What follows belongs to an exercise in optimizing a design on an open flow for a short achievable clock period and few clock cycles; a production flow would make more cautious choices. The RTL was checked by simulation tests, not by an equivalence proof against the original design. Power figures rest on the tool's default switching activity, not on a simulated workload.

==> flow/config.mk <==
export PLATFORM = sky130hd
export DESIGN_NAME = fde_core
export DESIGN_NICKNAME = fde_core
export VERILOG_FILES = /design/flow/design.v
export SDC_FILE = /design/flow/constraint.sdc
export NUM_CORES = 4
export LEC_CHECK = 0
export CAP_MARGIN = 20
export CORE_MARGIN = 2
export CORE_UTILIZATION = 40
export PLACE_DENSITY = 0.6
export SLEW_MARGIN = 20
==> flow/constraint.sdc <==
create_clock -name core_clock -period 7.0 [get_ports {clk}]
set_input_delay 1.4000 -clock core_clock [delete_from_list [all_inputs] [get_ports {clk}]]
set_output_delay 1.4000 -clock core_clock [all_outputs]
set_load 0.01 [all_outputs]
==> flow/design.v <==
module fde_core (
    input  wire        clk,
    input  wire        rst,            
    input  wire [7:0]  key,            
    output reg  [7:0]  mem_addr,
    output wire        mem_we,
    output wire [15:0] mem_wdata,
    input  wire [15:0] mem_rdata,
    output reg  [15:0] out_data,
    output reg         out_valid,
    output reg  [15:0] disp_data,
    output reg         disp_data_valid,
    output reg  [15:0] disp_ctrl,
    output reg         disp_ctrl_valid,
    output reg         halted,
    output reg  [1:0]  fault,
    output reg  [15:0] fault_info
);
    localparam [7:0] STACK_BASE = 8'hF0;
    localparam [1:0] FAULT_NONE        = 2'd0;
    localparam [1:0] FAULT_INVALID_OP  = 2'd1;
    localparam [1:0] FAULT_ADDR_RANGE  = 2'd3;
    localparam [7:0] OP_NOP = 8'h00, OP_LDA = 8'h01, OP_ADD = 8'h02, OP_SUB = 8'h03,
                     OP_STA = 8'h04, OP_LDI = 8'h05, OP_JMP = 8'h06, OP_JC  = 8'h07,
                     OP_JZ  = 8'h08, OP_SHL = 8'h09, OP_SHR = 8'h0A, OP_KEY = 8'h0B,
                     OP_OUT = 8'h0E, OP_HLT = 8'h0F, OP_PSH = 8'h10, OP_POP = 8'h11,
                     OP_CAL = 8'h12, OP_RET = 8'h13, OP_LSP = 8'h14, OP_DSD = 8'h15,
                     OP_DSC = 8'h16;
    localparam CO = 0, RO = 1, IO = 2, AO = 3, EO = 4, KO = 5, SPO = 6,
               MI = 7, RI = 8, II = 9, AI = 10, BI = 11, OI = 12, JU = 13,
               JCY = 14, JZR = 15, SPU = 16, SPL = 17, DI = 18, DC = 19,
               CE = 20, SU = 21, FI = 22, SL = 23, SR = 24, HLT = 25, ORST = 26;
    localparam NSIG = 27;
    reg [7:0]  pc;
    reg [7:0]  mar;
    reg [7:0]  ir_a;
    reg [7:0]  ir_b;
    reg [15:0] reg_a;
    reg [15:0] reg_b;
    reg        carry;
    reg        zero;
    reg [3:0]  sp;
    reg [2:0]  microstep;
    reg op_valid;
    always @* begin
        case (ir_a)
            OP_NOP, OP_LDA, OP_ADD, OP_SUB, OP_STA, OP_LDI, OP_JMP, OP_JC,
            OP_JZ, OP_SHL, OP_SHR, OP_KEY, OP_OUT, OP_HLT, OP_PSH, OP_POP,
            OP_CAL, OP_RET, OP_LSP, OP_DSD, OP_DSC: op_valid = 1'b1;
            default:                                op_valid = 1'b0;
        endcase
    end
    reg [NSIG-1:0] cw;
    always @* begin
        cw = {NSIG{1'b0}};
        case (microstep)
            3'd1: begin cw[CO] = 1'b1; cw[MI] = 1'b1; end
            3'd2: begin cw[RO] = 1'b1; cw[II] = 1'b1; end
            3'd3: begin
                cw[CE] = 1'b1;
                if (ir_a == OP_NOP) cw[ORST] = 1'b1;
            end
            3'd4: begin
                case (ir_a)
                    OP_LDA, OP_ADD, OP_SUB, OP_STA: begin cw[IO] = 1'b1; cw[MI] = 1'b1; end
                    OP_LDI: begin cw[IO] = 1'b1; cw[AI]  = 1'b1; cw[ORST] = 1'b1; end
                    OP_JMP: begin cw[IO] = 1'b1; cw[JU]  = 1'b1; cw[ORST] = 1'b1; end
                    OP_JC:  begin cw[IO] = 1'b1; cw[JCY] = 1'b1; cw[ORST] = 1'b1; end
                    OP_JZ:  begin cw[IO] = 1'b1; cw[JZR] = 1'b1; cw[ORST] = 1'b1; end
                    OP_SHL: begin cw[SL] = 1'b1; cw[ORST] = 1'b1; end
                    OP_SHR: begin cw[SR] = 1'b1; cw[ORST] = 1'b1; end
                    OP_KEY: begin cw[KO] = 1'b1; cw[AI]  = 1'b1; cw[ORST] = 1'b1; end
                    OP_OUT: begin cw[AO] = 1'b1; cw[OI]  = 1'b1; cw[ORST] = 1'b1; end
                    OP_HLT: begin cw[HLT] = 1'b1; cw[ORST] = 1'b1; end
                    OP_PSH: begin cw[AO] = 1'b1; cw[SPU] = 1'b1; cw[ORST] = 1'b1; end
                    OP_POP: begin cw[SPO] = 1'b1; cw[AI] = 1'b1; cw[ORST] = 1'b1; end
                    OP_CAL: begin cw[CO] = 1'b1; cw[SPU] = 1'b1; end
                    OP_RET: begin cw[SPO] = 1'b1; cw[JU] = 1'b1; cw[ORST] = 1'b1; end
                    OP_LSP: begin cw[AO] = 1'b1; cw[SPL] = 1'b1; cw[ORST] = 1'b1; end
                    OP_DSD: begin cw[AO] = 1'b1; cw[DI]  = 1'b1; cw[ORST] = 1'b1; end
                    OP_DSC: begin cw[AO] = 1'b1; cw[DC]  = 1'b1; cw[ORST] = 1'b1; end
                    default: ;
                endcase
            end
            3'd5: begin
                case (ir_a)
                    OP_LDA: begin cw[RO] = 1'b1; cw[AI] = 1'b1; cw[ORST] = 1'b1; end
                    OP_ADD, OP_SUB: begin cw[RO] = 1'b1; cw[BI] = 1'b1; end
                    OP_STA: begin cw[AO] = 1'b1; cw[RI] = 1'b1; cw[ORST] = 1'b1; end
                    OP_CAL: begin cw[IO] = 1'b1; cw[JU] = 1'b1; cw[ORST] = 1'b1; end
                    default: ;
                endcase
            end
            3'd6: begin
                case (ir_a)
                    OP_ADD: begin cw[EO] = 1'b1; cw[AI] = 1'b1; cw[FI] = 1'b1; cw[ORST] = 1'b1; end
                    OP_SUB: begin cw[EO] = 1'b1; cw[AI] = 1'b1; cw[SU] = 1'b1; cw[FI] = 1'b1;
                                  cw[ORST] = 1'b1; end
                    default: ;
                endcase
            end
            default: ;
        endcase
    end
    wire [16:0] alu_sum  = {1'b0, reg_a} + {1'b0, reg_b};
    wire [16:0] alu_diff = {1'b0, reg_a} - {1'b0, reg_b};
    wire [15:0] alu_result = cw[SU] ? alu_diff[15:0] : alu_sum[15:0];
    wire        alu_carry  = cw[SU] ? (reg_a >= reg_b) : alu_sum[16];
    wire        alu_zero   = (alu_result == 16'd0);
    wire [3:0] sp_down = sp - 4'd1;
    always @* begin
        if (cw[SPU])      mem_addr = STACK_BASE + {4'd0, sp};
        else if (cw[SPO]) mem_addr = STACK_BASE + {4'd0, sp_down};
        else              mem_addr = mar;
    end
    reg [15:0] bus;
    always @* begin
        bus = 16'd0;
        if (cw[CO])              bus = {8'd0, pc};
        if (cw[RO] || cw[SPO])   bus = mem_rdata;
        if (cw[IO])              bus = {8'd0, ir_b};
        if (cw[AO])              bus = reg_a;
        if (cw[EO])              bus = alu_result;
        if (cw[KO])              bus = {8'd0, key};
    end
    wire pc_load      = cw[JU] || (cw[JCY] && carry) || (cw[JZR] && zero);
    wire invalid_op   = (microstep >= 3'd4) && !op_valid;
    wire addr_fault   = (cw[MI] || pc_load) && (bus[15:8] != 8'd0);
    wire pulse_fault  = invalid_op || addr_fault;
    wire pulse_run    = !halted && !pulse_fault;
    assign mem_we    = pulse_run && (cw[RI] || cw[SPU]);
    assign mem_wdata = bus;
    always @(posedge clk) begin
        if (rst) begin
            pc              <= 8'd0;
            mar             <= 8'd0;
            ir_a            <= 8'd0;
            ir_b            <= 8'd0;
            reg_a           <= 16'd0;
            reg_b           <= 16'd0;
            carry           <= 1'b0;
            zero            <= 1'b0;
            sp              <= 4'd0;
            microstep       <= 3'd1;
            halted          <= 1'b0;
            fault           <= FAULT_NONE;
            fault_info      <= 16'd0;
            out_data        <= 16'd0;
            out_valid       <= 1'b0;
            disp_data       <= 16'd0;
            disp_data_valid <= 1'b0;
            disp_ctrl       <= 16'd0;
            disp_ctrl_valid <= 1'b0;
        end else begin
            out_valid       <= 1'b0;
            disp_data_valid <= 1'b0;
            disp_ctrl_valid <= 1'b0;
            if (!halted) begin
                if (invalid_op) begin
                    halted     <= 1'b1;
                    fault      <= FAULT_INVALID_OP;
                    fault_info <= {8'd0, ir_a};
                end else if (addr_fault) begin
                    halted     <= 1'b1;
                    fault      <= FAULT_ADDR_RANGE;
                    fault_info <= bus;
                end else begin
                    if (cw[MI]) mar <= bus[7:0];
                    if (cw[II]) begin
                        ir_a <= bus[15:8];
                        ir_b <= bus[7:0];
                    end
                    if (cw[AI]) reg_a <= bus;
                    if (cw[BI]) reg_b <= bus;
                    if (cw[OI]) begin
                        out_data  <= bus;
                        out_valid <= 1'b1;
                    end
                    if (cw[DI]) begin
                        disp_data       <= bus;
                        disp_data_valid <= 1'b1;
                    end
                    if (cw[DC]) begin
                        disp_ctrl       <= bus;
                        disp_ctrl_valid <= 1'b1;
                    end
                    if (cw[CE])   pc <= pc + 8'd1;
                    if (pc_load)  pc <= bus[7:0];
                    if (cw[FI]) begin
                        carry <= alu_carry;
                        zero  <= alu_zero;
                    end
                    if (cw[SL]) begin
                        reg_a <= {reg_a[14:0], 1'b0};
                        carry <= reg_a[15];
                        zero  <= (reg_a[14:0] == 15'd0);
                    end
                    if (cw[SR]) begin
                        reg_a <= {1'b0, reg_a[15:1]};
                        carry <= reg_a[0];
                        zero  <= (reg_a[15:1] == 15'd0);
                    end
                    if (cw[SPU]) sp <= sp + 4'd1;
                    if (cw[SPO]) sp <= sp_down;
                    if (cw[SPL]) sp <= bus[3:0];
                    microstep <= cw[ORST] ? 3'd1 : microstep + 3'd1;
                    if (cw[HLT]) halted <= 1'b1;
                end
            end
        end
    end
endmodule
==> flow/run.sh <==
#!/bin/bash
# synth_recipe.tcl (not shown) runs the flow's synth.tcl, then flattens the netlist and writes it again
# the make line also repeats each setting of config.mk as NAME=value (left out here)
make -C /OpenROAD-flow-scripts/flow DESIGN_CONFIG=/design/flow/config.mk WORK_HOME=/design/flow/orfs CLKGATE_MAP_FILE= SYNTH_SCRIPT=/design/flow/synth_recipe.tcl finish
==> impl_results.md <==
- Outcome: finished clean
- Critical path class: flip-flop to output port
- Post-Route Setup TNS: 0 ns
- Clock tree from TritonCTS: yes
- Chip width: 162 um
- Required time at the endpoint of the critical path: 5.60 ns
- Data arrival at the endpoint of the critical path: 5.15 ns
- RSZ-0062 raised after global routing: no
- Mean routed wirelength per cell: 20.3 um
- Cell breakdown of the critical path: ha_1 -> inv_1 -> fa_1 -> o21ba_1 -> or4_1 -> a211o_1 -> nand4_1 -> nand4b_1 -> a222oi_1 -> o21ai_1 -> a2111o_1 -> o21a_4 -> nor3_1 -> and2_1 -> clkdlybuf4s50_1
- Number of optimization iterations in the first detailed-route pass: 7
- Final Net Count: 1423
- Max_slew headroom: 0.348
- Number of routed nets with antenna violations: 0
- Drc violations: 0
- Cell type contributing the most total cell area after synthesis: dfxtp_1
- Growth of design area from synthesis to finish: 20.8%
- Total vias in the final route: 9909
- Number of slew-limit violations in the final report: 0
- Die Outline Area: 0.0263 mm2
- Maximum number of pins on one net before global-route repair: 60
- Critical path startpoint category: flip-flop
- Leading cell types by total area after synthesis: dfxtp_1 33%, mux2i_1 7.3%, nor2_1 6.4%
- Worst Skew: 0.0109 ns
- Syn avg cell area: 7.88 um2
- Area of combinational cells with multiple inputs: 0.00615 mm2
- Peak VDD IR: 0.000171 V
- Clock buffers created by TritonCTS: 17
- Synthesis Warnings: 1
- Setup-violating endpoint count in the final report: 0
- Post-DP HPWL: 24400 um
- Share of the cycle needed by the critical path after routing: 0.935
- Number of fill cells in the layout: 2402
- Worst-path fanout max: 15
- CTS clock-pin slew for the worst setup and hold paths: 0.07 ns
- Critical-path cell with the highest stage delay: clkdlybuf4s50_1
- # Max-Cap Violations: 0
- Crit-path leading delay family: compound AO/OA/AOI/OAI gates
- P per Cell Area: 223 mW/mm2
- Most frequent standard cell in the layout excluding fill and tap cells: nor2_1
- Overall die height: 162 um
- Number of design-rule violations left by the first detailed-router iteration: 1004
- Most frequent cells in the layout: 170 x nor2_1, 163 x dfxtp_1, 119 x clkdlybuf4s50_1
- Slew at the pin closest to its max-slew limit: 0.971 ns
- Global-route wire length before repair: 54000 um
- Standard cell core area: 0.0245 mm2
- Effective utilization at floorplan: 0.409
- Clock sink count: 163
- Number of buffers between clock root and the deepest sink: 2
- Global placement routability congestion: 0.944
- Row count: 57
- Vias in the first global route: 9287
- Combined global-route utilization of all metal layers: 0.262
- Post-synth top flop: dfxtp_1
- Share of post-route cells with drive strength above 1: 0.0747
- Proportion of netlist area held by the largest area contributor: 0.326
- Upper clock frequency limit: 153 MHz
- Min Clock Period, post-route: 6.55 ns
- Number of diodes added for antenna fixing: 0
- Vias per cell: 5.87
- Buffer count from post-CTS setup fixing: 0
- Source-to-sink clock delay at the later pin of the worst-skew pair: 0.44 ns
- Power after layout: 0.00270 W
- Number of synthesized flops with an enable pin: 0
- Number of hold violations in the final report: 0
- CP max stage delay: 0.53 ns
- Count of hold-fix buffers inserted at cts: 0
- Synthesized area: 0.0100 mm2
- Async set-reset flop share out of synthesis: 0
- FF+latch area: 0.00326 mm2
- Number of buffers added on ports: 120
- H-tree lvl count: 4
- Number of antenna violations at the first check in global routing: 0
- Unique cell type count in the Yosys netlist: 81
- Wirelength, routed: 34300 um
- Worst hold path class: flip-flop to flip-flop
- #FFs+latches synth: 163
- Sequential-to-total area share from yosys stat: 0.326
- Number of gates resized after cts: 0
- Count of pins on the block boundary: 121
- Number of nets in the synthesized netlist: 1342
- Overall overflow remaining after global route: 0
- Worst setup EP type: output port
- Buf+Inv Stages, Crit Path: 2
- Post-synthesis cell count: 1271
- Cell at the root of the clock tree: clkbuf_16
- Leakage power: 4.55 nW
path summary, 6_finish.rpt:
| check | startpoint | to | slack, ns | cells past startpoint |
|---|---|---|---|---|
| worst max-delay path | reg_a[0] | mem_we | 0.45 | 15 |
| worst min-delay path | flip-flop | halted | 0.44 | 2 |
| worst max register to register | reg_a[0] | flip-flop | 1.47 | 16 |
| worst min register to register | flip-flop | halted | 0.44 | 2 |
worst min-delay path, stage by stage, from the launching register on:
cell,delay [ns]
dfxtp_1,0.30
nand2_1,0.05
a21oi_1,0.05
report_power, final:
part / internal [W] / switching (W) / total, W / leakage [nW]
Sequential: 0.000972 / 0.0000400 / 0.00101 / 1.32
Combinational: 0.000262 / 0.000464 / 0.000726 / 2.95
Clock: 0.000513 / 0.000444 / 0.000957 / 0.289
Total: 0.00175 / 0.000948 / 0.00270 / 4.55
routing by layer:
metal	up-vias	wire length, um	global-route usage
met5	-	0	0
met4	0	703	0.0772
met3	49	2330	0.0521
met2	389	15000	0.394
met1	4718	16200	0.378
li1	4753	-	-
cell families (layout without fill, tap and decap cells):
logic type,Yosys count,in the layout,share of synthesized area
XOR/XNOR,16,16,0.0140
AO/OA/AOI/OAI,350,350,0.237
adder cells (fa/ha/maj),45,45,0.0577
multiplexers,74,74,0.0741
flip-flops,163,163,0.326
buffers and inverters,149,243,0.0617
AND/OR/NAND/NOR,474,474,0.229
stage by stage:
| stage | std cells | util | worst slack (ns) | hold WS (ns) | instance area [um2] |
|---|---|---|---|---|---|
| final | 1689 | 0.495 | 0.452 | 0.443 | 12100 |
| after global routing | 1689 | 0.495 | 0.130 | 0.478 | 12100 |
| after CTS | 1689 | 0.494 | 0.460 | 0.446 | 12100 |
| after detailed placement | 1657 | 0.471 | 0.929 | 0.436 | 11500 |
| after global placement | 1657 | 0.471 | 0.992 | 0.433 | 11500 |
| after floorplan | 1271 | - | 1.54 | 0.422 | 10000 |
cells in the mapped netlist (all sizes together) (9+ instances only):
cell type,instances
nor2,171
dfxtp,163
nand2,106
a21oi,105
mux2i,73
a211oi,69
clkbuf,68
inv,50
ha,43
nor3,43
nand3,40
o21ai,39
buf,30
nor4,18
nand2b,17
o211ai,17
nor2b,15
xnor2,13
a22oi,12
o22ai,12
and3,10
nand4,10
a31oi,9
and2,9
o21a,9
o32ai,9
layout make-up:
class                   instances  area share
multi-input cells             959       0.509
flip-flops and latches        163       0.270
repair buffers                160       0.124
clock buffers                  18      0.0363
well taps                     324      0.0335
inverters                      51      0.0158
clock inverters                14      0.0120
Testbench counts, summed over its fixed seeds: cycles 86,326.

## what the ideal ports hide
The results above use ideal ports. As a check the final layout listed here was re-extracted and re-timed, cells and wires unchanged. Step 1, drivers: a clkbuf_16 drives clk and a buf_2 each remaining input, both assumed. Step 2, shift: input delay + t, output delay - t, t = (earliest + latest rising clock arrival at the registers) / 2. This alone moves slack from input paths to output paths. Slacks: ideal ports / drivers / drivers and shift; pairs: ideal ports / drivers.
t, ns: 0.480
slack for setup (ns): 0.452 / 0.403 / 0.883
latest minus earliest clock arrival (ns): 0.012 / 0.012
pins driven straight from the clock port: 1
After both steps this run still meets setup and hold. For this run, drivers alone change the setup slack by -0.049 ns; drivers and shift together by +0.431 ns.
